Source: an optimization exercise on an open RTL-to-GDS flow (aim: small area, a short achievable clock period and few clock cycles). Production flows keep margins and buffers that such runs may drop.
No run shown here included a check of the RTL's function; only the layout flow was run.
Power figures rest on the tool's default switching activity, not on a simulated workload.

==> flow/design.v <==
module iec61937_framer (
    input             clk,
    input             rst,
    input             cmd_valid,
    output            cmd_ready,
    input      [7:0]  cmd_op,
    input      [31:0] cmd_arg,
    input      [31:0] cmd_dur,
    input      [31:0] cmd_cap,
    input             au_valid,
    output            au_ready,
    input      [7:0]  au_data,
    output            out_valid,
    input             out_ready,
    output     [7:0]  out_data,
    output            rsp_valid,
    output     [3:0]  rsp_status,
    output     [31:0] rsp_out_len,
    output            rsp_consumed,
    output            mem_we,
    output            mem_re,
    output     [18:0] mem_addr,
    output     [7:0]  mem_wdata,
    input      [7:0]  mem_rdata
);
    localparam [3:0] ST_OK = 4'd0, ST_NULL = 4'd5, ST_DUR = 4'd6, ST_BUF = 4'd7, ST_BAD = 4'd8;
    localparam IDLE = 0, DEC = 1, CADD = 2, CCHK = 3, WR = 4, INTK = 5, PLAN0 = 6,
               FETCH = 7, EV = 8, PEND = 9, HDR = 10, SUB = 11, UPD = 12, RW0 = 13,
               ZC = 14, TERM = 15, PAY = 16, ZERO = 17, ZDONE = 18, FIN = 19, RESP = 20,
               EV0 = 21, PD = 22, PW = 23, EV1 = 24, CADD0 = 25, UPL = 26, ZC0 = 27;
    localparam NS = 28;
    function [18:0] inc19(input [18:0] a);
        integer j;
        begin
            for (j = 0; j < 19; j = j + 1)
                inc19[j] = a[j] ^ (&(a | ~((19'd1 << j) - 19'd1)));
        end
    endfunction
    function [18:0] dec19(input [18:0] a);
        integer j;
        begin
            for (j = 0; j < 19; j = j + 1)
                dec19[j] = a[j] ^ ~(|(a & ((19'd1 << j) - 19'd1)));
        end
    endfunction
    reg [NS-1:0] st;
    reg          rdy;              
    reg        c_op20, c_op21, c_op22, c_argok, c_a16, c_big, c_durbad, c_ge16k, c_ge64k;
    reg [18:0] L;                  
    reg        Lz;                 
    reg        f_open, f_rate16, f_pend, mode;
    reg [2:0]  count, head;
    reg [12:0] odur;
    reg [15:0] pcm;
    reg [18:0] A, S;
    reg        eq;                 
    reg [20:0] R1;                 
    reg [16:0] R2;                 
    reg        r2z;
    reg [31:0] E;                  
    wire [18:0] E_len = E[31:13];
    wire [12:0] E_dur = E[12:0];
    reg [2:0]  k, cur, tb, bc;
    reg        tsel, split, nt, stored_now, take_au, cw, emit, pfirst, f_fit, f_dur;
    reg [7:0]  O, K, hold;
    reg        O_v, K_v, s1_v, we_r, we_pass;
    reg [3:0]  r_status;
    reg        r_burst, r_consumed;
    wire can_direct = !K_v && !s1_v;
    wire can_ram    = !K_v || !s1_v;
    wire tok_imm    = (st[HDR] || st[SUB] || st[TERM] || (st[ZERO] && !r2z)) && can_direct;
    wire pay_ram    = st[PAY] && !r2z && !eq && can_ram;
    reg  free_st, pass_st, fre;     
    wire pay_au     = pass_st && !r2z && eq && !Lz && can_direct;
    wire free_in    = free_st && !Lz;
    wire au_fire    = au_valid && (pay_au || free_in);
    wire pass_fire  = au_valid && pay_au;
    wire fetch_re   = fre;
    wire r2_dec     = pay_ram || pass_fire || (st[ZERO] && tok_imm);
    reg  [3:0]  a0lo;              
    reg  [2:0]  n1;                
    wire [16:0] capx   = {f_rate16 ? 10'h1FF : 10'h07F, a0lo, 3'd0};    
    wire [16:0] per_m16 = f_rate16 ? 17'd65520 : 17'd16368;
    wire [17:0] per     = f_rate16 ? 18'd65536 : 18'd16384;
    reg  [20:0] X;
    reg         cx;
    reg  [16:0] Y;
    reg         cy, sel_r2, sel_odur;
    wire [20:0] sum1 = R1 + X + {20'd0, cx};
    wire [16:0] y2   = sel_r2 ? {4'd0, R2[12:0]} : sel_odur ? {4'd0, odur} : {1'b0, pcm};
    wire [16:0] sum2 = y2 + Y + {16'd0, cy};
    wire [3:0]  a0lo_c = 4'd12 + {3'd0, f_pend} - {1'b0, k} - {3'd0, nt};
    wire [4:0]  pd_lo = {1'b0, R2[6:3]} + {2'd0, n1} + {4'd0, |R2[2:0]};
    wire [9:0]  pd_hi = pd_lo[4] ? R2[16:7] + 10'd1 : R2[16:7];
    wire [13:0] pd    = {pd_hi, pd_lo[3:0]};
    reg [7:0] imm;
    always @(*) begin
        imm = 8'h00;
        if (st[HDR]) begin
            case (bc)
                3'd0: imm = 8'hF8;
                3'd1: imm = 8'h72;
                3'd2: imm = 8'h4E;
                3'd3: imm = 8'h1F;
                3'd4: imm = f_rate16 ? 8'h18 : 8'h08;
                3'd5: imm = 8'h39;
                3'd6: imm = R1[15:8];
                default: imm = R1[7:0];
            endcase
        end else if (st[SUB]) begin
            case (bc)
                3'd0: imm = {3'd0, R1[20:16]};
                3'd1: imm = R1[15:8];
                3'd2: imm = R1[7:0];
                3'd3: imm = {5'd0, E_len[18:16]};
                3'd4: imm = E_len[15:8];
                3'd5: imm = E_len[7:0];
                3'd6: imm = pcm[15:8];
                default: imm = pcm[7:0];
            endcase
        end
    end
    wire [7:0] push_data = s1_v ? mem_rdata : (st[PAY] ? au_data : imm);
    wire       push      = (s1_v && !K_v) || tok_imm || pass_fire;
    wire       pop       = O_v && out_ready;
    assign cmd_ready    = rdy;
    assign au_ready     = pay_au || free_in;
    assign out_valid    = O_v;
    assign out_data     = O;
    assign rsp_valid    = st[RESP];
    assign rsp_status   = r_status;
    assign rsp_out_len  = {15'd0, r_burst & f_rate16, 1'b0, r_burst & ~f_rate16, 14'd0};
    assign rsp_consumed = r_consumed;
    assign mem_we       = we_r;
    assign mem_re       = pay_ram || fetch_re;
    assign mem_addr     = tsel ? {3'b111, 10'd0, cur, tb} : A;
    assign mem_wdata    = hold;
    wire [18:0] A_inc = (A == 19'h6FFFF) ? 19'd0 : inc19(A);
    wire [18:0] L_dec = dec19(L);
    wire [16:0] R2_dec = dec19({2'd0, R2});
    wire        store_ok = c_op21 && f_open && !c_durbad && (f_rate16 ? c_ge64k : c_ge16k)
                           && odur[12:10] == 3'd0 && count != 3'd5;
    wire        ev_take  = f_dur && (f_fit || (!R1[20] && |R1[19:3]));
    reg swap;
    always @(*) begin
        swap = 1'b0;
        if (st[DEC] && store_ok && !mode)
            swap = 1'b1;                                     
        if (st[PEND] && mode && !(k == 3'd0 && stored_now))
            swap = 1'b1;                                     
        if (st[PAY] && r2z && stored_now && !take_au)
            swap = 1'b1;                                     
    end
    reg [18:0] A_d, S_d, L_d;
    reg [16:0] R2_d;
    always @(*) begin
        A_d = A; S_d = S; L_d = L; R2_d = R2;
        if (st[DEC] && c_op20 && c_argok) begin
            A_d = A & 19'h6FFFF; S_d = A & 19'h6FFFF;
        end
        if (swap) begin
            A_d = S; S_d = A;
        end
        if (pay_ram) begin
            A_d = A_inc;
        end
        if (we_r && !tsel) begin
            A_d = A_inc;
            if (we_pass) S_d = A_inc;
        end
        if (au_fire) L_d = L_dec;
        if (rdy) L_d = cmd_arg[18:0];
        if (r2_dec) R2_d = R2_dec;
        if ((st[EV] && ev_take) || (st[FETCH] && tb == 3'd1 && !cw && !emit && k == 3'd0))
            R2_d = sum2;
        if (st[PEND]) R2_d = split ? capx : ~sum1[16:0];
        if (st[PAY] && r2z) R2_d = R1[16:0];
    end
    reg [NS-1:0] stn;
    always @(posedge clk) begin
        a0lo <= a0lo_c;
        n1   <= k - {2'd0, f_pend} + 3'd1;
        if (st[DEC] && c_op20 && c_argok)
            eq <= 1'b1;
        else if (pay_ram || (we_r && !tsel && !we_pass))
            eq <= (A_inc == S);
        if (r2_dec)
            r2z <= (R2 == 17'd1);
        else if (st[PEND])
            r2z <= !split && (&sum1[16:0]);
        else if (st[PAY] && r2z)
            r2z <= 1'b0;
        if (rdy)
            Lz <= (cmd_arg[18:0] == 19'd0);
        else if (au_fire)
            Lz <= (L == 19'd1);
        A   <= A_d;
        S   <= S_d;
        L   <= L_d;
        R2  <= R2_d;
        if (swap) mode <= ~mode;
        if (st[PAY] && r2z && take_au) mode <= 1'b1;
        if (rdy) begin
            c_op20   <= cmd_op == 8'h20;
            c_op21   <= cmd_op == 8'h21;
            c_op22   <= cmd_op == 8'h22;
            c_argok  <= cmd_arg == 32'd4 || cmd_arg == 32'd16;
            c_a16    <= cmd_arg[4];
            c_big    <= |cmd_arg[31:19];
            c_durbad <= (|cmd_dur[31:13]) || (cmd_dur[12] && |cmd_dur[11:0]);
            c_ge16k  <= |cmd_cap[31:14];
            c_ge64k  <= |cmd_cap[31:16];
            E        <= {cmd_arg[18:0], cmd_dur[12:0]};
        end
        if (K_v) begin
            if (pop) begin
                O   <= K;
                K_v <= 1'b0;
            end
        end else if (push) begin
            if (!O_v || pop) begin
                O   <= push_data;
                O_v <= 1'b1;
            end else begin
                K   <= push_data;
                K_v <= 1'b1;
            end
        end else if (pop) begin
            O_v <= 1'b0;
        end
        s1_v <= pay_ram || (s1_v && K_v);
        if (tok_imm) bc <= bc + 3'd1;
        we_r    <= 1'b0;
        we_pass <= 1'b0;
        if (au_fire) begin
            hold    <= au_data;
            we_r    <= 1'b1;
            we_pass <= pass_fire;
        end
        if (st[FETCH]) begin
            tb <= tb + 3'd1;
            if (tb == 3'd0) begin
                X  <= ~21'd8;                                
                cx <= 1'b1;
            end
            if (tb == 3'd1 && !cw && !emit)
                R1 <= sum1;
            if (tb != 3'd0)
                E <= {E[23:0], mem_rdata};
        end
        stn = st;
        case (1'b1)
            st[IDLE], st[RESP]: begin
                if (cmd_valid)
                    stn = 1 << DEC;
                else
                    stn = 1 << IDLE;
            end
            st[DEC]: begin
                Y          <= {4'd0, E_dur};
                cy         <= 1'b0;
                sel_r2     <= 1'b0;
                sel_odur   <= 1'b1;
                r_burst    <= 1'b0;
                r_consumed <= 1'b0;
                r_status   <= ST_OK;
                stored_now <= 1'b0;
                split      <= 1'b0;
                nt         <= 1'b0;
                emit       <= 1'b0;
                cw         <= 1'b0;
                take_au    <= 1'b0;
                R1         <= {2'd0, E_len};
                k          <= 3'd0;
                cur        <= head;
                stn        = 1 << RESP;
                if (c_op20) begin
                    if (c_argok) begin
                        f_open   <= 1'b1;
                        f_rate16 <= c_a16;
                        count    <= 3'd0;
                        odur     <= 13'd0;
                        pcm      <= 16'd0;
                        f_pend   <= 1'b0;
                    end else
                        r_status <= ST_NULL;
                end else if (c_op21) begin
                    if (!f_open)
                        r_status <= ST_NULL;
                    else if (c_durbad)
                        r_status <= ST_DUR;
                    else if (!(f_rate16 ? c_ge64k : c_ge16k))
                        r_status <= ST_BUF;
                    else if (odur[12:10] == 3'd0) begin
                        if (count == 3'd5)
                            r_status <= ST_BUF;
                        else if (count == 3'd0)
                            stn = 1 << CCHK;
                        else begin
                            cw   <= 1'b1;
                            tsel <= 1'b1;
                            tb   <= 3'd0;
                            stn  = 1 << FETCH;
                        end
                    end else
                        stn = 1 << PLAN0;
                end else if (c_op22) begin
                    f_open <= 1'b0;
                end else
                    r_status <= ST_BAD;
            end
            st[CADD]: begin
                R1  <= sum1;
                k   <= k + 3'd1;
                cur <= cur + 3'd1;
                if (k + 3'd1 == count)
                    stn = 1 << CCHK;
                else begin
                    tsel <= 1'b1;
                    tb   <= 3'd0;
                    stn  = 1 << FETCH;
                end
            end
            st[CCHK]: begin
                cw    <= 1'b0;
                E     <= {L, Y[12:0]};
                if (c_big || R1 > 21'd327680) begin
                    r_status <= ST_BUF;
                    stn      = 1 << RESP;
                end else begin
                    stored_now <= 1'b1;
                    r_consumed <= 1'b1;
                    cur        <= head + count;
                    count      <= count + 3'd1;
                    tsel       <= 1'b1;
                    tb         <= 3'd0;
                    stn        = 1 << WR;
                end
            end
            st[WR]: begin
                if (!we_r) begin
                    if (!emit)
                        odur <= sum2[12:0];
                    hold <= E[31:24];
                    E    <= {E[23:0], 8'd0};
                    we_r <= 1'b1;
                end else if (tb != 3'd3) begin
                    hold <= E[31:24];
                    E    <= {E[23:0], 8'd0};
                    we_r <= 1'b1;
                    tb   <= tb + 3'd1;
                end else begin
                    tsel <= 1'b0;
                    if (emit)
                        stn = 1 << ZC0;
                    else if (odur[12:10] == 3'd0)
                        stn = 1 << INTK;
                    else
                        stn = 1 << PLAN0;
                end
            end
            st[INTK]: begin
                if (Lz)
                    stn = 1 << RESP;
            end
            st[PLAN0]: begin
                Y          <= 17'd0;
                cy         <= 1'b0;
                sel_r2     <= 1'b0;
                sel_odur   <= 1'b1;
                R1  <= {4'd0, f_rate16 ? 10'h1FF : 10'h07F, 4'd12 + {3'd0, f_pend}, 3'd0};
                k   <= 3'd0;
                cur <= head;
                if (count == 3'd0)
                    stn = 1 << PW;
                else begin
                    tsel <= 1'b1;
                    tb   <= 3'd0;
                    stn  = 1 << FETCH;
                end
            end
            st[FETCH]: begin
                if (tb == 3'd4) begin
                    tsel <= 1'b0;
                    if (cw)
                        stn = 1 << CADD0;
                    else if (!emit)
                        stn = 1 << EV0;
                    else if (pfirst)
                        stn = 1 << UPL;
                    else
                        stn = 1 << SUB;
                end
            end
            st[EV0]: begin
                X        <= ~{2'd0, E_len};
                cx       <= 1'b1;
                Y        <= ~{4'd0, E_dur};
                cy       <= 1'b1;
                sel_r2   <= 1'b1;
                sel_odur <= 1'b0;
                stn      = 1 << EV1;
            end
            st[EV1]: begin
                f_fit <= !sum1[20];
                f_dur <= !sum2[16];
                stn   = 1 << EV;
            end
            st[CADD0]: begin
                X   <= {2'd0, E_len};
                cx  <= 1'b0;
                stn = 1 << CADD;
            end
            st[SUB], st[UPL]: begin
                X        <= {2'd0, E_len};
                cx       <= 1'b0;
                Y        <= {4'd0, E_dur};
                cy       <= 1'b0;
                sel_r2   <= 1'b0;
                sel_odur <= 1'b0;
                if (st[UPL] || (tok_imm && bc == 3'd7))
                    stn = 1 << UPD;
            end
            st[ZC0]: begin
                X   <= ~{3'd0, (f_rate16 ? 18'd65536 : 18'd16384)};
                cx  <= 1'b0;
                stn = 1 << ZC;
            end
            st[EV]: begin
                if (ev_take) begin
                    R1  <= sum1;
                    k   <= k + 3'd1;
                    cur <= cur + 3'd1;
                    if (!f_fit) begin
                        split <= 1'b1;
                        stn   = 1 << PW;
                    end else if (k + 3'd1 == count)
                        stn = 1 << PW;
                    else begin
                        tsel <= 1'b1;
                        tb   <= 3'd0;
                        stn  = 1 << FETCH;
                    end
                end else begin
                    nt  <= 1'b1;
                    stn = 1 << PW;
                end
            end
            st[PW]: begin
                X   <= ~{4'd0, f_rate16 ? 10'h1FF : 10'h07F, a0lo_c, 3'd0};
                cx  <= 1'b0;
                stn = 1 << PEND;
            end
            st[PEND]: begin
                if (k == 3'd0 && stored_now)
                    stn = 1 << INTK;
                else begin
                    take_au <= stored_now && (k == count);
                    bc      <= 3'd0;
                    emit    <= 1'b1;
                    pfirst  <= f_pend;
                    stn     = 1 << PD;
                end
            end
            st[PD]: begin
                R1  <= {7'd0, pd};
                stn = 1 << HDR;
            end
            st[HDR]: begin
                if (tok_imm && bc == 3'd7) begin
                    R1 <= {15'd0, n1 + 3'd1, 3'd0};
                    if (k == 3'd0)
                        stn = 1 << ZC0;
                    else begin
                        cur  <= head;
                        tsel <= 1'b1;
                        tb   <= 3'd0;
                        stn  = 1 << FETCH;
                    end
                end
            end
            st[UPD]: begin
                R1     <= sum1;
                pcm    <= sum2[15:0];
                k      <= k - 3'd1;
                pfirst <= 1'b0;
                X  <= ~{4'd0, per_m16};
                cx <= 1'b1;
                if (k == 3'd1 && split)
                    stn = 1 << RW0;
                else begin
                    head  <= head + 3'd1;
                    count <= count - 3'd1;
                    if (k == 3'd1)
                        stn = 1 << ZC0;
                    else begin
                        cur  <= head + 3'd1;
                        tsel <= 1'b1;
                        tb   <= 3'd0;
                        stn  = 1 << FETCH;
                    end
                end
            end
            st[RW0]: begin
                E     <= {sum1[18:0], 13'd0};
                cur   <= head;
                tsel  <= 1'b1;
                tb    <= 3'd0;
                stn   = 1 << WR;
            end
            st[ZC]: begin
                R1  <= split ? 21'd16 : ~sum1;
                stn = 1 << TERM;
            end
            st[TERM]: begin
                if (tok_imm && bc == 3'd7)
                    stn = 1 << PAY;
            end
            st[PAY]: begin
                if (r2z)
                    stn = 1 << ZERO;
            end
            st[ZERO]: begin
                if (r2z)
                    stn = 1 << ZDONE;
            end
            st[ZDONE]: begin
                if ((Lz || !stored_now) && !O_v && !K_v && !s1_v)
                    stn = 1 << FIN;
            end
            st[FIN]: begin
                odur[12:10] <= odur[12:10] - 3'd1;
                pcm[15:10]  <= pcm[15:10] - 6'd1;
                f_pend      <= split;
                r_burst     <= 1'b1;
                stn         = 1 << RESP;
            end
            default: stn = 1 << IDLE;
        endcase
        st  <= stn;
        free_st <= stn[INTK] || ((stn[ZERO] || stn[ZDONE]) && stored_now);
        pass_st <= stn[PAY] && take_au;
        fre     <= stn[FETCH] && (!st[FETCH] || tb != 3'd3);
        rdy <= stn[IDLE] | stn[RESP];
        if (rst) begin
            st     <= 1 << IDLE;
            rdy    <= 1'b1;
            f_open <= 1'b0;
            O_v    <= 1'b0;
            K_v    <= 1'b0;
            s1_v   <= 1'b0;
            we_r   <= 1'b0;
            tsel   <= 1'b0;
            free_st <= 1'b0;
            pass_st <= 1'b0;
            fre    <= 1'b0;
        end
    end
endmodule
==> flow/run.sh <==
#!/bin/bash
# synth_recipe.tcl (not shown) runs the flow's synth.tcl, then flattens the netlist and writes it again
# the make line also repeats each setting of config.mk as NAME=value (left out here)
make -C /OpenROAD-flow-scripts/flow DESIGN_CONFIG=/design/flow/config.mk WORK_HOME=/design/flow/orfs CLKGATE_MAP_FILE= SYNTH_SCRIPT=/design/flow/synth_recipe.tcl finish
==> flow/config.mk <==
export PLATFORM = sky130hd
export DESIGN_NAME = iec61937_framer
export DESIGN_NICKNAME = iec61937_framer
export VERILOG_FILES = /design/flow/design.v
export SDC_FILE = /design/flow/constraint.sdc
export NUM_CORES = 4
export LEC_CHECK = 0
export CAP_MARGIN = 20
export CORE_MARGIN = 2
export CORE_UTILIZATION = 40
export PLACE_DENSITY = 0.6
export SETUP_SLACK_MARGIN = 5
export SLEW_MARGIN = 20
export TNS_END_PERCENT = 3
==> flow/constraint.sdc <==
create_clock -name core_clock -period 8.0 [get_ports {clk}]
set_input_delay 1.6000 -clock core_clock [delete_from_list [all_inputs] [get_ports {clk}]]
set_output_delay 1.6000 -clock core_clock [all_outputs]
set_load 0.01 [all_outputs]
==> results of run 1 <==
==> layout by cell type, fill, tap and decap left out, drive strengths merged, types with 35 or more instances in the layout <==
cell and count:
o21ai 314, nand2 310, nor2 285, a21oi 212, clkdlybuf4s50 156, dfxtp 156, edfxtp 154, buf 130
nand3 88, inv 86, mux2i 76, ha 75, nor3 74, xnor2 63, clkbuf 62, nor2b 51
nand2b 49, nor4 46, xor2 45, a211oi 41, o22ai 36, a22oi 35
==> sequential cells by signal, indices dropped and copies added (netlist names), 4 cells and up <==
register  cells
R1           21
O             8
E            32
A            19
pcm          16
a0lo          4
Y            14
hold          8
X            21
K             8
odur         13
R2           17
st           28
L            19
S            19
r_status      4
==> power groups by stage <==
| stage | sequential (uW) | combinational, uW | clock, uW |
|---|---|---|---|
| 6_report | 2230 | 2840 | 1880 |
| 5_1_grt | 2230 | 2960 | 1950 |
| 4_1_cts | 2190 | 2550 | 1890 |
| 3_5_place_dp | 2220 | 2350 | 0 |
| 3_3_place_gp | 2220 | 2320 | 0 |
| 2_1_floorplan | 2000 | 1470 | 0 |
==> repair_timing <==
action	CTS	global route
gates resized for setup	70	104
buffers inserted	33	34
pin swaps	13	40
gates cloned	0	1
endpoints found under the setup margin	372	355
==> worst paths after layout <==
path | cells past startpoint | slack [ns] | end | startpoint
setup reg to reg | 10 | 4.30 | rdy$_SDFF_PP1_ | R1[12]$_DFF_P_
hold / removal | 0 | 0.43 | f_rate16$_DFFE_PP_ | c_a16$_DFFE_PP_
setup / recovery | 10 | 4.30 | rdy$_SDFF_PP1_ | R1[12]$_DFF_P_
hold reg to reg | 0 | 0.43 | f_rate16$_DFFE_PP_ | c_a16$_DFFE_PP_
==> worst max-delay path, stage by stage, from the launching register on <==
cell       delay [ns]
dfxtp_1          0.53
nor4_1           0.37
nand4_1          0.32
o41ai_1          0.30
o21ai_0          0.15
a2111oi_2        0.89
nand2b_1         0.33
nor2_1           0.07
o21a_1           0.26
a21oi_1          0.22
nand2_1          0.11
==> per-layer routing <==
metal  up-vias  track usage (%)  routed length, um
met1     11870            44.77              41200
li1      10930                -                  -
met3       306            7.446              11780
met5         -                0                 13
met2      1483            50.02              44370
met4         2            19.19               6882
==> kinds of logic (layout without fill, tap and decap cells) <==
logic type / Yosys count / in the layout / synth area share (%)
other: 1 / 31 / 0.01616
buffers and inverters: 303 / 449 / 5.472
AO/OA/AOI/OAI: 934 / 934 / 25.74
flip-flops: 310 / 310 / 33.38
multiplexers: 109 / 109 / 4.927
XOR/XNOR: 108 / 108 / 4.173
AND/OR/NAND/NOR: 1041 / 1041 / 21.48
adder cells (fa/ha/maj): 84 / 84 / 4.819
==> per-stage QoR <==
stage	hold WS [ns]	total power, uW	util (%)	cell area (sq um)	setup slack (ns)
CTS	0.4306	6627	47.46	27330	4.389
finish	0.4255	6957	48.78	28090	4.303
global route	0.4383	7138	48.77	28090	4.295
floorplan	0.4003	3470	-	23360	4.795
global placement	0.4028	4537	44.16	25430	3.762
detailed placement	0.4105	4576	44.16	25430	3.718
==> cell type report <==
type | count | area share, %
Multi-Input combinational cell | 2306 | 53.49
Sequential cell | 310 | 27.72
Timing Repair Buffer | 287 | 9.439
Clock buffer | 61 | 4.365
Tap cell | 765 | 3.408
Inverter | 86 | 1.163
Clock inverter | 15 | 0.4098
Antenna cell | 1 | 0.008909
==> results by group, run 1 <==
STA
  • Slew Viols, Final: 0
  • Final hold violation count: 0
  • Final Setup Violations: 0
  • RSZ-0062 raised after global routing: yes
  • Slew @ Worst Pin: approximately 1.1 ns
  • Setup TNS: 0 ns
  • Fmax: 270.5 MHz
  • Period utilization: roughly 46%
  • Slew headroom: 25.78%
  • Skew final: 0.02114 ns
  • Tmin final: 3.697 ns

Final layout
  • Multi-input gate area: between 0.015 and 0.02 sq mm
  • Nets: roughly 3200
  • Layout area overhead: 21.02%
  • Final Non-Filler Cells: roughly 3800
  • Seq. cell area: between 0.007 and 0.008 sq mm
  • Layout cell share with drive strength beyond 1: between 10 and 15%
  • Fillcell total: approximately 5600

Floorplanning
  • Initial Util: between 40% and 50%
  • Ports: approximately 200
  • Die footprint: between 0.05 and 0.06 sq mm
  • Die Height: about 240 um
  • Die extent in x: 244.9 um
  • # rows: just under 90
  • Core ar.: 0.05759 sq mm

Pwr
  • Clock Power Share: a little over a quarter
  • Leakage: between 0.01 and 0.015 uW
  • Gate power share: between 40% and 50%
  • Switching pwr: about 3000 uW
  • Maximum VDD drop: 0.2514 mV
  • Pint: around 4000 uW
  • Seq pwr share: 32.1%
  • Pwr Density: ~250 mW/mm^2
  • Sw Share: around 42%

Setup path
  • Worst EP arrival: around 4.1 ns
  • Crit end category: register
  • WP data required: 8.44 ns
  • Critical path class: reg -> reg
  • Critical path fanouts, max: 7
  • Startpoint Class: register

Yosys
  • Synth Warn #: 1
  • Avg Cell Area, Syn: 8.031 sq um
  • Yosys top cell area share: between 15 and 20%
  • Synth Register Bits: 310
  • Synth cell count leaders: 308 x nand2_1, 307 x o21ai_0, 282 x nor2_1
  • Seq/Total Area, Yosys: between 30% and 40%
  • Post-synthesis instance area: between 0.02 and 0.025 sq mm
  • EDFF count, synth: about 150
  • Most common cell in the netlist: nand2_1
  • Post-synthesis instance total: 2890
  • Yosys top cell by area: edfxtp_1
  • Synth cell types: approximately 110
  • Largest cells by area after synthesis: edfxtp_1 20%, dfxtp_1 13%, o21ai_0 6.6%, nand2_1 5.0%, nor2_1 4.6%
  • Top FF cell, synth: dfxtp_1
  • FFs w/ async S/R, synth: 0%

Clocking
  • CTS root buf: clkbuf_16
  • CTS tree: done
  • Max H-tree Level: 2
  • CTS max path bufs: 3
  • Hold-fix buffers, CTS: 0
  • CTS Buf Count: 41
  • Clock latency on the worst-skew pair: around 0.59 ns
  • Clk sinks: between 300 and 400
  • Clock-pin slew on the worst setup and hold paths: 0.06 ns

Routing
  • Via-to-Cell Ratio: 6.417
  • DR DRC count: 0
  • Iter 0 DRT Violations: between 2000 and 3000
  • Pre-antenna DRT Iters: 6
  • ANT nets after route: 0
  • Routed WL per cell: roughly 27 um
  • Total Wirelength: approximately 100 mm
  • Routed vias: 24580

Hold path
  • Tightest Hold Check Type: reg -> reg

Job
  • Max Cap Violations: 0

GRT
  • First-pass GRT wire length: approximately 150 mm
  • Overall Global Routing Usage: 33.58%
  • Vias in the first global route: between 20000 and 25000
  • Largest net degree at the start of global routing: 75
  • Grt total ovfl: 0
  • Initial antenna violation count: 3

Placement
  • HPWL after DPL: 74.66 mm
  • Inst Count DP: around 3700
  • # port buffers: 158
  • Routability cong.: around 1.0

Status
  • Outcome: timing/DRC/antenna clean
==> inputs of run 2 (changes only) <==
--- a/flow/design.v
+++ b/flow/design.v
@@ -28,6 +28,7 @@
                FETCH = 7, EV = 8, PEND = 9, HDR = 10, SUB = 11, UPD = 12, RW0 = 13,
                ZC = 14, TERM = 15, PAY = 16, ZERO = 17, ZDONE = 18, FIN = 19, RESP = 20,
-               EV0 = 21, PD = 22, PW = 23, EV1 = 24, CADD0 = 25, UPL = 26, ZC0 = 27;
-    localparam NS = 28;
+               EV0 = 21, PD = 22, PW = 23, EV1 = 24, CADD0 = 25, UPL = 26, ZC0 = 27,
+               CCHK0 = 28;
+    localparam NS = 29;
     function [18:0] inc19(input [18:0] a);
         integer j;
@@ -71,4 +72,5 @@
     wire tok_imm    = (st[HDR] || st[SUB] || st[TERM] || (st[ZERO] && !r2z)) && can_direct;
     wire pay_ram    = st[PAY] && !r2z && !eq && can_ram;
+    reg  kz, k1, klast, capbad;     
     reg  free_st, pass_st, fre;     
     wire pay_au     = pass_st && !r2z && eq && !Lz && can_direct;
@@ -147,5 +149,5 @@
         if (st[DEC] && store_ok && !mode)
             swap = 1'b1;                                     
-        if (st[PEND] && mode && !(k == 3'd0 && stored_now))
+        if (st[PEND] && mode && !(kz && stored_now))
             swap = 1'b1;                                     
         if (st[PAY] && r2z && stored_now && !take_au)
@@ -172,5 +174,5 @@
         if (rdy) L_d = cmd_arg[18:0];
         if (r2_dec) R2_d = R2_dec;
-        if ((st[EV] && ev_take) || (st[FETCH] && tb == 3'd1 && !cw && !emit && k == 3'd0))
+        if ((st[EV] && ev_take) || (st[FETCH] && tb == 3'd1 && !cw && !emit && kz))
             R2_d = sum2;
         if (st[PEND]) R2_d = split ? capx : ~sum1[16:0];
@@ -180,4 +182,7 @@
     always @(posedge clk) begin
         a0lo <= a0lo_c;
+        kz    <= (k == 3'd0);
+        k1    <= (k == 3'd1);
+        klast <= (k + 3'd1 == count);
         n1   <= k - {2'd0, f_pend} + 3'd1;
         if (st[DEC] && c_op20 && c_argok)
@@ -296,5 +301,5 @@
                             r_status <= ST_BUF;
                         else if (count == 3'd0)
-                            stn = 1 << CCHK;
+                            stn = 1 << CCHK0;
                         else begin
                             cw   <= 1'b1;
@@ -314,6 +319,6 @@
                 k   <= k + 3'd1;
                 cur <= cur + 3'd1;
-                if (k + 3'd1 == count)
-                    stn = 1 << CCHK;
+                if (klast)
+                    stn = 1 << CCHK0;
                 else begin
                     tsel <= 1'b1;
@@ -322,8 +327,12 @@
                 end
             end
+            st[CCHK0]: begin
+                capbad <= c_big || R1 > 21'd327680;
+                stn    = 1 << CCHK;
+            end
             st[CCHK]: begin
                 cw    <= 1'b0;
                 E     <= {L, Y[12:0]};
-                if (c_big || R1 > 21'd327680) begin
+                if (capbad) begin
                     r_status <= ST_BUF;
                     stn      = 1 << RESP;
@@ -435,5 +444,5 @@
                         split <= 1'b1;
                         stn   = 1 << PW;
-                    end else if (k + 3'd1 == count)
+                    end else if (klast)
                         stn = 1 << PW;
                     else begin
@@ -453,5 +462,5 @@
             end
             st[PEND]: begin
-                if (k == 3'd0 && stored_now)
+                if (kz && stored_now)
                     stn = 1 << INTK;
                 else begin
@@ -470,5 +479,5 @@
                 if (tok_imm && bc == 3'd7) begin
                     R1 <= {15'd0, n1 + 3'd1, 3'd0};
-                    if (k == 3'd0)
+                    if (kz)
                         stn = 1 << ZC0;
                     else begin
@@ -487,10 +496,10 @@
                 X  <= ~{4'd0, per_m16};
                 cx <= 1'b1;
-                if (k == 3'd1 && split)
+                if (k1 && split)
                     stn = 1 << RW0;
                 else begin
                     head  <= head + 3'd1;
                     count <= count - 3'd1;
-                    if (k == 3'd1)
+                    if (k1)
                         stn = 1 << ZC0;
                     else begin
--- a/flow/config.mk
+++ b/flow/config.mk
@@ -12,3 +12,3 @@
 export SETUP_SLACK_MARGIN = 5
 export SLEW_MARGIN = 20
-export TNS_END_PERCENT = 3
+export TNS_END_PERCENT = 40
==> results by group, run 2 <==
Status
  • Outcome: timing/DRC/antenna clean

Yosys
  • Post-synthesis instance area: ~0.023 sq mm
  • Adder-Cell Fraction of Synth Area: 4.808%
  • EDFF count, synth: around 160
  • Most common cell in the netlist: nor2_1
  • Yosys top cell by area: edfxtp_1
  • Synth Area in Compound Gates: between 20% and 30%
  • Synth cell types: 80
  • Post-synthesis mux area share: slightly below 5%
  • Top FF cell, synth: dfxtp_1
  • Largest family of logic cells by synthesized area: compound AO/OA/AOI/OAI gates
  • Synth cell count leaders: 324 x nor2_1, 301 x nand2_1, 293 x o21ai_0
  • FFs w/ async S/R, synth: 0%
  • Avg Cell Area, Syn: ~7.9 sq um
  • Synth Register Bits: 315
  • Post-synthesis instance total: roughly 2900
  • Largest cells by area after synthesis: edfxtp_1 20%, dfxtp_1 14%, o21ai_0 6.3%, nor2_1 5.2%, a21oi_1 5.1%
  • Post-synthesis simple-gate area fraction: a little over a fifth
  • Xor and xnor area share after synthesis: around 4.3%
  • Seq/Total Area, Yosys: 33.77%
  • Synth Warn #: 1
  • Yosys top cell area share: about 20%

Setup path
  • WP data required: about 6.4 ns
  • Startpoint Class: register
  • Worst EP arrival: 2.01 ns
  • Critical path fanouts, max: 2
  • Reg2Reg Capture Point: R2[16]$_DFFE_PP_
  • Reg2Reg Launch Point: sel_odur$_SDFFCE_PP1P_
  • Reg2Reg Setup Slack: 4.44 ns
  • Crit end category: output port
  • Reg2reg path depth: 16
  • Critical path class: reg -> out

Job
  • Max Cap Violations: 0

STA
  • Fmax: 277.2 MHz
  • Skew final: 0.02342 ns
  • RSZ-0062 raised after global routing: yes
  • Tmin final: around 3.6 ns
  • Final hold violation count: 0
  • Slew headroom: between 20% and 30%
  • Setup TNS: 0 ns
  • Final Setup Violations: 0
  • Slew Viols, Final: 0
  • Slew @ Worst Pin: between 1 and 1.5 ns
  • Period utilization: about 45%

GRT
  • Initial antenna violation count: 3
  • Largest net degree at the start of global routing: 74
  • Vias in the first global route: 23310
  • First-pass GRT wire length: ~160 mm
  • Overall Global Routing Usage: between 30% and 40%
  • Grt total ovfl: 0

Placement
  • Routability cong.: about 1.0
  • HPWL after DPL: 80.20 mm
  • # port buffers: roughly 160
  • Placed Instance Area: between 0.02 and 0.03 sq mm

Clocking
  • Clock-pin slew on the worst setup and hold paths: 0.06 ns
  • Clk sinks: approximately 320
  • CTS Buf Count: approximately 40
  • CTS root buf: clkbuf_16
  • CTS tree: done
  • CTS max path bufs: 3
  • Max H-tree Level: 2
  • Clock latency on the worst-skew pair: a little under 0.6 ns
  • Hold-fix buffers, CTS: 0

Hold path
  • Tightest Hold Check Type: reg -> reg
  • Hold Path Origin: c_a16$_DFFE_PP_
  • Worst hold endpoint: f_rate16$_DFFE_PP_
  • Hold Path Stages: 0

Routing
  • Pre-antenna DRT Iters: 9
  • ANT nets after route: 0
  • Routed vias: about 25000
  • DR WL met2: between 40 and 50 mm
  • Met3 wire length: roughly 12 mm
  • Total Wirelength: 112.3 mm
  • Met1 Wirelength: ~46 mm
  • Routed WL per cell: about 29 um
  • Via-to-Cell Ratio: around 6.5
  • Max layer used: met5
  • DR DRC count: 0
  • Iter 0 DRT Violations: around 3600

Final layout
  • Nets: around 3300
  • Max reg flops: 32
  • Leading cell type in the layout, fill and taps excluded: nor2_1
  • Fillcell total: around 5400
  • Commonest cells after routing, fill and taps aside: 293 x nor2_1, 291 x nand2_1, 257 x o21ai_0
  • Layout area overhead: 28.41%
  • Cell area after layout: between 0.02 and 0.03 sq mm
  • Largest Register: E
  • Top Registers: E x32, st x29
  • Layout cell share with drive strength beyond 1: about a fifth

Floorplanning
  • Initial Util: 40.40%
  • Die Height: ~250 um
  • Die extent in x: about 250 um
  • Core ar.: roughly 0.058 sq mm
  • Die footprint: between 0.06 and 0.07 sq mm
  • Ports: 203
  • # rows: 88

Pwr
  • Leakage: ~0.011 uW
  • Maximum VDD drop: 0.5162 mV
  • Pwr Density: about 250 mW/mm^2
==> run 2: cell families (layout without fill, tap and decap cells) <==
| kind of cell | Yosys count | after routing |
|---|---|---|
| multiplexers | 109 | 109 |
| AND/OR/NAND/NOR | 1049 | 1049 |
| flip-flops | 315 | 315 |
| adder cells (fa/ha/maj) | 84 | 84 |
| XOR/XNOR | 114 | 114 |
| other | 1 | 31 |
| AO/OA/AOI/OAI | 945 | 945 |
| buffers and inverters | 312 | 526 |
==> run 2: worst max path at each step <==
stage | to | start | slack, ns
finish | au_ready | r2z$_DFFE_PP_ | 4.39
global route | R2[16]$_DFFE_PP_ | sel_odur$_SDFFCE_PP1P_ | 4.29
CTS | au_ready | r2z$_DFFE_PP_ | 4.33
detailed placement | r2z$_DFFE_PP_ | au_valid | 3.78
global placement | r2z$_DFFE_PP_ | au_valid | 3.85
floorplan | R2[15]$_DFFE_PP_ | Y[15]$_SDFFCE_PN0P_ | 4.67
==> run 2: metrics by stage <==
stage               hold slack (ns)  total power (uW)  instances  setup slack, ns  util, %
floorplan                    0.4003              3306       2958            4.667        -
global placement             0.4092              4440       3731            3.855    44.49
detailed placement           0.4115              4468       3731            3.779    44.50
CTS                          0.4258              7014       3896            4.328    50.00
global route                 0.4378              7604       3937            4.287    51.87
finish                       0.4230              7458       3938            4.392    51.88
==> run 2: repair_timing <==
action / CTS / global route
setup buffers: 88 / 40
gates cloned: 1 / 1
setup endpoints to repair: 298 / 253
hold endpoints to repair: 0 / 0
pin swaps: 67 / 77
resized for setup: 343 / 193
==> run 2: final cells by class <==
type                    instances  area [sq um]  area share [%]
multi-input cells            2331         15840           53.02
flip-flops and latches        315          7913           26.49
repair buffers                359          3367           11.27
clock buffers                  56          1185           3.966
well taps                     765         957.2           3.204
inverters                      91         361.6           1.210
clock inverters                20         250.2          0.8377
diodes                          1         2.502        0.008377
==> run 2: layer usage <==
| metal | GRT usage [%] | vias to the layer above |
|---|---|---|
| li1 | - | 11220 |
| met2 | 52.82 | 1544 |
| met4 | 17.34 | 2 |
| met1 | 49.25 | 12360 |
| met3 | 8.539 | 278 |
| met5 | 0 | - |
==> run 2: report_power, final <==
| group | switching [uW] | internal, uW | total, uW |
|---|---|---|---|
| registers | 314 | 1860 | 2170 |
| clock network | 816 | 1210 | 2020 |
| logic | 2000 | 1260 | 3270 |
| total | 3130 | 4320 | 7460 |
==> run 2: critical path: stages, from the launching register on <==
cell and delay, ns:
edfxtp_1 0.47, buf_6 0.16, buf_6 0.11, nor4b_4 0.27, a21oi_2 0.10, nor2_2 0.15, buf_2 0.16
==> inputs of run 3 (changes only) <==
--- a/flow/config.mk
+++ b/flow/config.mk
@@ -12,3 +12,3 @@
 export SETUP_SLACK_MARGIN = 5
 export SLEW_MARGIN = 20
-export TNS_END_PERCENT = 40
+export TNS_END_PERCENT = 15
==> results by group, run 3 <==
STA
  • Slew @ Worst Pin: ~1.2 ns
  • Tmin final: 3.627 ns
  • Slew headroom: about 17%
  • Period utilization: 45.33%
  • Skew final: approximately 0.014 ns
  • RSZ-0062 raised after global routing: yes
  • Slew Viols, Final: 0
  • Final hold violation count: 0
  • Setup TNS: 0 ns
  • Final Setup Violations: 0
  • Fmax: 275.7 MHz

Clocking
  • Clk sinks: between 300 and 400
  • CTS root buf: clkbuf_16
  • CTS max path bufs: 3
  • Hold-fix buffers, CTS: 0
  • Max H-tree Level: 2
  • Clock-pin slew on the worst setup and hold paths: 0.06 ns
  • Clock latency on the worst-skew pair: roughly 0.58 ns
  • CTS Buf Count: 41
  • CTS tree: done

Yosys
  • Post-synthesis instance total: 2929
  • Seq/Total Area, Yosys: approximately a third
  • Synth Warn #: 1
  • Synth cell count leaders: 324 x nor2_1, 301 x nand2_1, 293 x o21ai_0
  • Yosys top cell area share: 20.01%
  • Yosys top cell by area: edfxtp_1
  • Synth Register Bits: around 320
  • Post-synthesis instance area: 0.02326 sq mm
  • Most common cell in the netlist: nor2_1
  • EDFF count, synth: roughly 160
  • Avg Cell Area, Syn: around 7.9 sq um
  • Top FF cell, synth: dfxtp_1
  • Synth cell types: 80
  • Largest cells by area after synthesis: edfxtp_1 20%, dfxtp_1 14%, o21ai_0 6.3%, nor2_1 5.2%, a21oi_1 5.1%
  • FFs w/ async S/R, synth: 0%

Final layout
  • Largest Register: E
  • Max reg flops: 32
  • Top Registers: E x32, st x29
  • Post-layout util: roughly half
  • Commonest cells after routing, fill and taps aside: 307 x nor2_1, 296 x nand2_1, 271 x o21ai_0
  • Fillcell total: 5535
  • Nets: between 3000 and 4000
  • Layout area overhead: 23.42%
  • Leading cell type in the layout, fill and taps excluded: nor2_1
  • Layout cell share with drive strength beyond 1: around 14%

Routing
  • DR DRC count: 0
  • Iter 0 DRT Violations: between 3000 and 4000
  • Total Wirelength: approximately 110 mm
  • ANT nets after route: 0
  • Via-to-Cell Ratio: about 6.5
  • Routed vias: about 25000
  • Pre-antenna DRT Iters: 6
  • Routed WL per cell: approximately 28 um

GRT
  • First-pass GRT wire length: approximately 160 mm
  • Grt total ovfl: 0
  • Largest net degree at the start of global routing: 83
  • Overall Global Routing Usage: 34.80%
  • Initial antenna violation count: 6
  • Vias in the first global route: 23350

Job
  • Max Cap Violations: 0

Pwr
  • Maximum VDD drop: between 0.4 and 0.5 mV
  • Leakage: 0.01080 uW
  • Pwr Density: 247.2 mW/mm^2

Status
  • Outcome: timing/DRC/antenna clean

Floorplanning
  • Die Height: ~250 um
  • Core ar.: between 0.05 and 0.06 sq mm
  • Die footprint: around 0.06 sq mm
  • Ports: approximately 200
  • # rows: 88
  • Initial Util: approximately two fifths
  • Die extent in x: around 250 um

Setup path
  • Critical path's slowest cell: nor4_1
  • Cell mode on critical path: nor4_1
  • Worst EP arrival: roughly 3.8 ns
  • Crit-path max cell delay: about 1.1 ns
  • Reg2Reg Launch Point: sel_odur$_SDFFCE_PP1P_
  • WP data required: approximately 8.2 ns
  • Reg2reg path depth: 16
  • Crit end category: register
  • Startpoint Class: input port
  • Critical path class: in -> reg
  • Setup crit start: cmd_arg[25]
  • Critical path fanouts, max: 2
  • CP cell instances: clkdlybuf4s50_1 -> nor4_1 -> nand4_1 -> nor4_1

Placement
  • # port buffers: ~160
  • HPWL after DPL: 78.35 mm
  • Routability cong.: approximately 1.0

Hold path
  • Tightest Hold Check Type: reg -> reg
  • Hold Path Origin: c_a16$_DFFE_PP_
  • Hold Path Stages: 0
==> run 3: cell types whose count changed in the layout (fill, tap and decap cells not counted), moves of 8 or more <==
| cell | previous run | this run |
|---|---|---|
| dfxtp_1 | 132 | 140 |
| o21ai_0 | 257 | 271 |
| nor2_1 | 293 | 307 |
| clkdlybuf4s50_1 | 130 | 150 |
| buf_4 | 152 | 133 |
| o21ai_1 | 24 | 16 |
| buf_2 | 12 | 2 |
| buf_6 | 43 | 12 |
| nor2_2 | 23 | 14 |
==> run 3: routing by layer <==
| metal | wire length (um) | GRT usage (%) |
|---|---|---|
| met4 | 6949 | 18.13 |
| met1 | 44140 | 47.10 |
| met3 | 12280 | 8.594 |
| met2 | 45560 | 51.06 |
| met5 | 14 | 0 |
==> run 3: area by class of cell <==
type,count,area (sq um),share of cell area (%)
multi-input combinational,2331,15140,52.73
sequential,315,7900,27.51
timing repair buffer,314,2952,10.28
clock buffer,51,1147,3.996
tap,765,957.2,3.333
inverter,91,362.8,1.264
clock inverter,25,251.5,0.8759
antenna,1,2.502,0.008715
==> run 3: worst paths after layout <==
kind	end	slack (ns)
worst max-delay path	c_argok$_DFFE_PP_	4.37
worst min-delay path	f_rate16$_DFFE_PP_	0.42
worst max register to register	R2[15]$_DFFE_PP_	4.39
worst min register to register	f_rate16$_DFFE_PP_	0.42
==> run 3: report_power, final <==
group	total, uW	switching [uW]	internal [uW]
registers	2180	327	1860
clock network	1970	818	1150
logic	2940	1800	1140
==> run 3: kinds of logic (layout without fill, tap and decap cells) <==
group | Yosys count | after routing | synth area share, %
AO/OA/AOI/OAI | 945 | 945 | 25.59
XOR/XNOR | 114 | 114 | 4.292
adder cells (fa/ha/maj) | 84 | 84 | 4.808
buffers and inverters | 312 | 481 | 5.550
flip-flops | 315 | 315 | 33.77
multiplexers | 109 | 109 | 4.862
other | 1 | 31 | 0.01612
AND/OR/NAND/NOR | 1049 | 1049 | 21.10
==> run 3: worst max-delay path: cells and delay by family <==
kind,cells,cell delay [ns]
buf+inv,1,0.40
simple gates,3,1.82
==> run 3: what timing repair did <==
item,in CTS,in global routing
resized for setup,149,110
pin swaps,26,38
setup buffers,45,40
endpoints found under the setup margin,315,289
cloned,1,1
==> run 3: stage by stage <==
| step | power, uW | setup WS, ns | cell area, sq um | hold slack (ns) | cells |
|---|---|---|---|---|---|
| floorplan | 3306 | 4.666 | 23470 | 0.4003 | 2958 |
| global placement | 4355 | 3.484 | 25570 | 0.4161 | 3729 |
| detailed placement | 4383 | 3.853 | 25570 | 0.4119 | 3729 |
| CTS | 6842 | 4.344 | 27910 | 0.4266 | 3851 |
| global route | 7231 | 4.300 | 28710 | 0.4308 | 3893 |
| finish | 7098 | 4.373 | 28710 | 0.4226 | 3893 |
==> inputs of run 4 (changes only) <==
--- a/flow/config.mk
+++ b/flow/config.mk
@@ -10,5 +10,5 @@
 export CORE_UTILIZATION = 40
 export PLACE_DENSITY = 0.6
-export SETUP_SLACK_MARGIN = 5
+export SETUP_SLACK_MARGIN = 4.4
 export SLEW_MARGIN = 20
 export TNS_END_PERCENT = 15
==> results by group, run 4 <==
Status
  • Outcome: timing/DRC/antenna clean

Routing
  • DR DRC count: 0
  • ANT nets after route: 0
  • Pre-antenna DRT Iters: 7
  • Iter 0 DRT Violations: 3748
  • Routed vias: 24930
  • Routed WL per cell: approximately 27 um
  • Total Wirelength: about 110 mm
  • Via-to-Cell Ratio: around 6.5

Setup path
  • Reg2Reg Launch Point: tb[0]$_DFF_P_
  • Critical Path Stages: 2
  • WP data required: between 6 and 7 ns
  • CP cell instances: mux2_2 -> clkdlybuf4s50_1
  • Reg2reg path depth: 11
  • Critical path fanouts, max: 9
  • Worst Path Buf+Inv: 1
  • Reg2Reg Capture Point: st[26]$_SDFFE_PP0P_
  • Worst EP arrival: around 2.2 ns
  • Crit path max-delay family: flip-flops
  • Crit-path max cell delay: around 0.77 ns
  • Crit end category: output port
  • Critical path's slowest cell: dfxtp_1
  • Critical path class: reg -> out
  • Startpoint Class: register
  • Reg2Reg Setup Slack: 4.25 ns

Floorplanning
  • Initial Util: around 40%
  • Core ar.: about 0.058 sq mm
  • Die footprint: 0.06011 sq mm
  • Die extent in x: roughly 250 um
  • Die Height: approximately 250 um
  • Ports: approximately 200
  • # rows: 88

GRT
  • Overall Global Routing Usage: between 30 and 40%
  • Initial antenna violation count: 5
  • Largest net degree at the start of global routing: 82
  • Grt total ovfl: 0
  • First-pass GRT wire length: around 150 mm
  • Vias in the first global route: between 20000 and 25000

Clocking
  • Clock latency on the worst-skew pair: approximately 0.59 ns
  • CTS Buf Count: 40
  • CTS max path bufs: 3
  • Hold-fix buffers, CTS: 0
  • Clock-pin slew on the worst setup and hold paths: roughly 0.050 ns
  • Clk sinks: approximately 320
  • CTS tree: done
  • CTS root buf: clkbuf_16
  • Max H-tree Level: 2

Yosys
  • Top FF cell, synth: dfxtp_1
  • FFs w/ async S/R, synth: 0%
  • Synth Warn #: 1
  • Synth cell types: 80
  • Yosys top cell by area: edfxtp_1
  • Most common cell in the netlist: nor2_1
  • Synth cell count leaders: 324 x nor2_1, 301 x nand2_1, 293 x o21ai_0
  • Seq/Total Area, Yosys: around a third
  • Post-synthesis instance area: about 0.023 sq mm
  • Synth Register Bits: 315
  • Avg Cell Area, Syn: 7.943 sq um
  • Largest cells by area after synthesis: edfxtp_1 20%, dfxtp_1 14%, o21ai_0 6.3%, nor2_1 5.2%, a21oi_1 5.1%
  • Post-synthesis instance total: a little under 3000
  • EDFF count, synth: about 160
  • Yosys top cell area share: ~20%

Pwr
  • Maximum VDD drop: around 0.39 mV
  • Total Power: 6623 uW
  • Pwr Density: about 240 mW/mm^2
  • Leakage: about 0.010 uW

STA
  • RSZ-0062 raised after global routing: yes
  • Period utilization: 47.12%
  • Slew Viols, Final: 0
  • Slew headroom: under 10%
  • Final Setup Violations: 0
  • Slew @ Worst Pin: around 1.4 ns
  • Setup TNS: 0 ns
  • Fin worst setup slack: between 4 and 5 ns
  • Tmin final: around 3.8 ns
  • Fmax: between 200 and 300 MHz
  • Final hold violation count: 0
  • Skew final: between 0.02 and 0.025 ns

Final layout
  • Final Non-Filler Cells: a little under 4000
  • Layout cell share with drive strength beyond 1: 10.27%
  • Leading cell type in the layout, fill and taps excluded: nor2_1
  • Nets: about 3300
  • Max reg flops: 32
  • Largest Register: E
  • Top Registers: E x32, st x29
  • Post-layout util: between 40% and 50%
  • Layout area overhead: 19.44%
  • Commonest cells after routing, fill and taps aside: 318 x nor2_1, 299 x nand2_1, 284 x o21ai_0

Hold path
  • Worst hold endpoint: f_rate16$_DFFE_PP_
  • Tightest Hold Check Type: reg -> reg
  • Hold Path Stages: 0
  • Hold Path Origin: c_a16$_DFFE_PP_

Job
  • Max Cap Violations: 0

Placement
  • HPWL after DPL: 76.30 mm
  • # port buffers: approximately 160
  • Inst Count DP: 3724
  • Pre-CTS setup slack: approximately 3.5 ns
  • Routability cong.: slightly above 1
-- run 4: per-layer routing --
metal	GRT usage, %	vias up	part of all wire (%)
met2	48.83	1651	42
met4	19.28	4	6.6
li1	-	11010	-
met5	0	-	0.065
met1	46.08	11930	40
met3	8.463	344	12
-- run 4: how the worst max path moves through the flow --
| stage | end | slack, ns | start |
|---|---|---|---|
| 3_3_place_gp | R2[16]$_DFFE_PP_ | 3.54 | sel_odur$_SDFFCE_PP1P_ |
| 5_1_grt | S[7]$_DFF_P_ | 4.06 | r2z$_DFFE_PP_ |
| 6_report | mem_addr[2] | 4.23 | tb[2]$_DFF_P_ |
| 3_5_place_dp | R2[16]$_DFFE_PP_ | 3.48 | sel_odur$_SDFFCE_PP1P_ |
| 2_1_floorplan | R2[16]$_DFFE_PP_ | 4.36 | Y[15]$_SDFFCE_PN0P_ |
| 4_1_cts | R1[18]$_DFF_P_ | 4.05 | R1[0]$_DFF_P_ |
-- run 4: cell families (layout without fill, tap and decap cells) --
| family | after synthesis | in the layout | share of synthesized area [%] |
|---|---|---|---|
| AND/OR/NAND/NOR | 1049 | 1049 | 21.10 |
| AO/OA/AOI/OAI | 945 | 945 | 25.59 |
| flip-flops | 315 | 315 | 33.77 |
| buffers and inverters | 312 | 442 | 5.550 |
| XOR/XNOR | 114 | 114 | 4.292 |
| multiplexers | 109 | 109 | 4.862 |
| adder cells (fa/ha/maj) | 84 | 84 | 4.808 |
| other | 1 | 31 | 0.01612 |
-- run 4: repair_timing --
item / CTS / global route
pin swaps: 2 / 21
endpoints found under the setup margin: 127 / 169
buffers inserted: 12 / 41
resized for setup: 39 / 71
gates cloned: 1 / 1
-- run 4: layout make-up --
cell class	count	area [sq um]
antenna	1	2.502
clock buffer	56	1154
clock inverter	18	198.9
fill	5564	29800
inverter	91	342.8
multi-input combinational	2331	14680
sequential	315	7878
tap	765	957.2
timing repair buffer	277	2574
-- run 4: power by group --
part | internal (uW) | switching (uW)
Sequential | 1850 | 318
Clock | 1140 | 783
Combinational | 909 | 1630
Total | 3900 | 2730
-- run 4: stage by stage --
step                      cell area [sq um]  hold slack (ns)
after floorplan                       23400           0.4003
after global placement                25500           0.4066
after detailed placement              25520           0.4045
after CTS                             27130           0.4174
after global routing                  27780           0.4314
final                                 27790           0.4159
==> inputs of run 5 (changes only) <==
--- a/flow/config.mk
+++ b/flow/config.mk
@@ -8,6 +8,6 @@
 export CAP_MARGIN = 20
 export CORE_MARGIN = 2
-export CORE_UTILIZATION = 40
-export PLACE_DENSITY = 0.6
+export CORE_UTILIZATION = 55
+export PLACE_DENSITY = 0.7
 export SETUP_SLACK_MARGIN = 4.4
 export SLEW_MARGIN = 20
==> results by group, run 5 <==
Final layout
  • Commonest cells after routing, fill and taps aside: 318 x nor2_1, 300 x nand2_1, 285 x o21ai_0
  • Top Registers: E x32, st x29
  • Layout cell share with drive strength beyond 1: ~9%
  • Leading cell type in the layout, fill and taps excluded: nor2_1
  • Nets: 3230
  • Layout area overhead: 16.32%
  • Fillcell total: about 3600
  • Largest Register: E
  • Max reg flops: 32
  • Cell area after layout: between 0.02 and 0.03 sq mm

Routing
  • DR DRC count: 0
  • Max layer used: met4
  • Routed vias: ~25000
  • Iter 0 DRT Violations: 4071
  • Met3 wire length: 14.50 mm
  • Pre-antenna DRT Iters: 10
  • Met1 Wirelength: approximately 37 mm
  • Routed WL per cell: around 28 um
  • DR WL met2: 40.99 mm
  • Via-to-Cell Ratio: 7.018
  • Total Wirelength: 99.87 mm
  • ANT nets after route: 0

Yosys
  • Most common cell in the netlist: nor2_1
  • Seq/Total Area, Yosys: 33.77%
  • Yosys top cell area share: between 20% and 30%
  • Avg Cell Area, Syn: roughly 7.9 sq um
  • Largest cells by area after synthesis: edfxtp_1 20%, dfxtp_1 14%, o21ai_0 6.3%, nor2_1 5.2%, a21oi_1 5.1%
  • Yosys top cell by area: edfxtp_1
  • EDFF count, synth: approximately 160
  • Post-synthesis instance area: around 0.023 sq mm
  • Post-synthesis instance total: 2929
  • Synth Warn #: 1
  • FFs w/ async S/R, synth: 0%
  • Synth Register Bits: between 300 and 400
  • Synth cell types: 80
  • Top FF cell, synth: dfxtp_1
  • Synth cell count leaders: 324 x nor2_1, 301 x nand2_1, 293 x o21ai_0

Hold path
  • Hold Path Stages: 0
  • Tightest Hold Check Type: reg -> reg

Floorplanning
  • Die Height: 209.7 um
  • Die footprint: about 0.044 sq mm
  • Die extent in x: approximately 210 um
  • Core ar.: around 0.042 sq mm
  • Ports: about 200
  • Initial Util: a little under three fifths
  • # rows: 75

Placement
  • Routability cong.: 1.098
  • HPWL after DPL: between 70 and 80 mm
  • Placed Instance Area: between 0.02 and 0.03 sq mm
  • Pre-CTS setup slack: approximately 3.8 ns
  • # port buffers: ~160

STA
  • Slew headroom: between 15 and 20%
  • Hold WS: 0.4423 ns
  • Fin worst setup slack: ~4.2 ns
  • Final hold violation count: 0
  • Fmax: 262.4 MHz
  • Period utilization: 47.64%
  • Slew Viols, Final: 0
  • Final Setup Violations: 0
  • Setup TNS: 0 ns
  • RSZ-0062 raised after global routing: yes
  • Tmin final: 3.811 ns
  • Skew final: approximately 0.025 ns
  • Slew @ Worst Pin: 1.202 ns

GRT
  • Overall Global Routing Usage: 43.87%
  • Largest net degree at the start of global routing: 74
  • Grt total ovfl: 0
  • Initial antenna violation count: 2
  • First-pass GRT wire length: around 150 mm
  • Vias in the first global route: roughly 23000

Pwr
  • Maximum VDD drop: 0.4775 mV
  • Total Power: roughly 6400 uW
  • Pwr Density: between 200 and 250 mW/mm^2
  • Leakage: slightly above 0.01 uW

Setup path
  • Crit end category: register
  • Worst EP arrival: roughly 4.3 ns
  • Critical path class: reg -> reg
  • Critical path fanouts, max: 16
  • Reg2reg path depth: 9
  • WP data required: approximately 8.5 ns
  • Reg2Reg Setup Slack: 4.19 ns
  • Startpoint Class: register

Clocking
  • CTS tree: done
  • CTS Buf Count: 38
  • CTS root buf: clkbuf_16
  • Clk sinks: 315
  • Clock latency on the worst-skew pair: slightly below 0.6 ns
  • Clock-pin slew on the worst setup and hold paths: 0.07 ns
  • Max H-tree Level: 2
  • CTS max path bufs: 3

Status
  • Outcome: timing/DRC/antenna clean

Job
  • Max Cap Violations: 0
## run 5: path summary, 6_finish.rpt
check / endpoint / start
worst max-delay path: st[11]$_SDFFE_PP0P_ / st[5]$_SDFF_PP0_
worst min-delay path: f_rate16$_DFFE_PP_ / c_a16$_DFFE_PP_
worst max register to register: st[11]$_SDFFE_PP0P_ / st[5]$_SDFF_PP0_
worst min register to register: f_rate16$_DFFE_PP_ / c_a16$_DFFE_PP_
## run 5: through the flow
stage,util [%],std cells
6_report,64.66,3593
5_1_grt,64.64,3590
4_1_cts,63.76,3573
3_5_place_dp,60.18,3492
3_3_place_gp,60.16,3492
2_1_floorplan,-,2958
## run 5: report_power, final
| part | leakage, uW | internal (uW) | switching [uW] |
|---|---|---|---|
| sequential | 0.00275 | 1850 | 336 |
| clock | 0.000615 | 1070 | 737 |
| combinational | 0.00686 | 872 | 1560 |
## run 5: critical path: stages, from the launching register on
cell and delay, ns:
dfxtp_1 0.54, or4_1 0.64, nor2_1 0.40, nand2_1 0.38, o21ai_2 0.46, o21bai_1 0.48, o21bai_1 0.39, a41o_1 0.25
a21oi_1 0.09, nor2_1 0.10
## run 5: repair_timing
item,CTS,global route
gates cloned,1,0
gates resized for setup,35,59
pin swaps,3,14
hold buffers,0,0
endpoints found under the setup margin,101,151
buffers inserted,10,17
## run 5: cells by family (layout without fill, tap and decap cells)
family | Yosys count | count (layout) | share of synthesized area, %
XOR/XNOR | 114 | 114 | 4.292
AO/OA/AOI/OAI | 945 | 945 | 25.59
multiplexers | 109 | 109 | 4.862
AND/OR/NAND/NOR | 1049 | 1049 | 21.10
buffers and inverters | 312 | 405 | 5.550
flip-flops | 315 | 315 | 33.77
other | 1 | 33 | 0.01612
adder cells (fa/ha/maj) | 84 | 84 | 4.808
## run 5: layer usage
| metal | vias up | GRT usage [%] |
|---|---|---|
| li1 | 10960 | - |
| met1 | 11860 | 58.19 |
| met2 | 1960 | 63.20 |
| met3 | 430 | 13.81 |
| met4 | 0 | 24.87 |
| met5 | - | 0 |
## run 5: cell type report
type | instances | area (sq um) | share of cell area, %
timing repair buffer | 244 | 2283 | 8.438
inverter | 91 | 342.8 | 1.267
clock buffer | 59 | 1134 | 4.189
antenna | 3 | 7.507 | 0.02774
multi-input combinational | 2331 | 14600 | 53.96
clock inverter | 11 | 137.6 | 0.5086
sequential | 315 | 7879 | 29.11
tap | 539 | 674.4 | 2.492

re-timing with driven ports:
No port has a modelled driver above. Below, the same layouts with a new extraction and two added sets of constraints.
Step 1, drivers: a clkbuf_16 drives clk and a buf_2 each remaining input, both assumed.
Step 2 times the ports against the registers' clock, not the clock port: input delays grow and output delays shrink by t, the midpoint of the rising clock arrivals with the driver on.
Three values: ideal ports, drivers, drivers and shift; two values: the first two.
run | t, ns | slack for setup (ns) | worst setup path after step 2 | slew at the worst register clock pin (ns) | worst slew at a driven data input, ns
run 1 | 0.633 | 4.303 / 4.303 / 3.848 | input to register | 0.07 / 0.07 | 0.04
run 2 | 0.645 | 4.392 / 4.326 / 4.230 | input to register | 0.07 / 0.07 | 0.05
run 3 | 0.637 | 4.373 / 4.381 / 3.773 | input to register | 0.07 / 0.07 | 0.05
run 4 | 0.637 | 4.230 / 4.172 / 3.838 | input to register | 0.07 / 0.07 | 0.05
run 5 | 0.622 | 4.189 / 4.189 / 3.846 | input to register | 0.07 / 0.07 | 0.04
After both steps setup and hold are still met in every run listed. The setup slack of run 3, which loses most, moves by +0.008 ns with the drivers and by -0.600 ns with both steps.
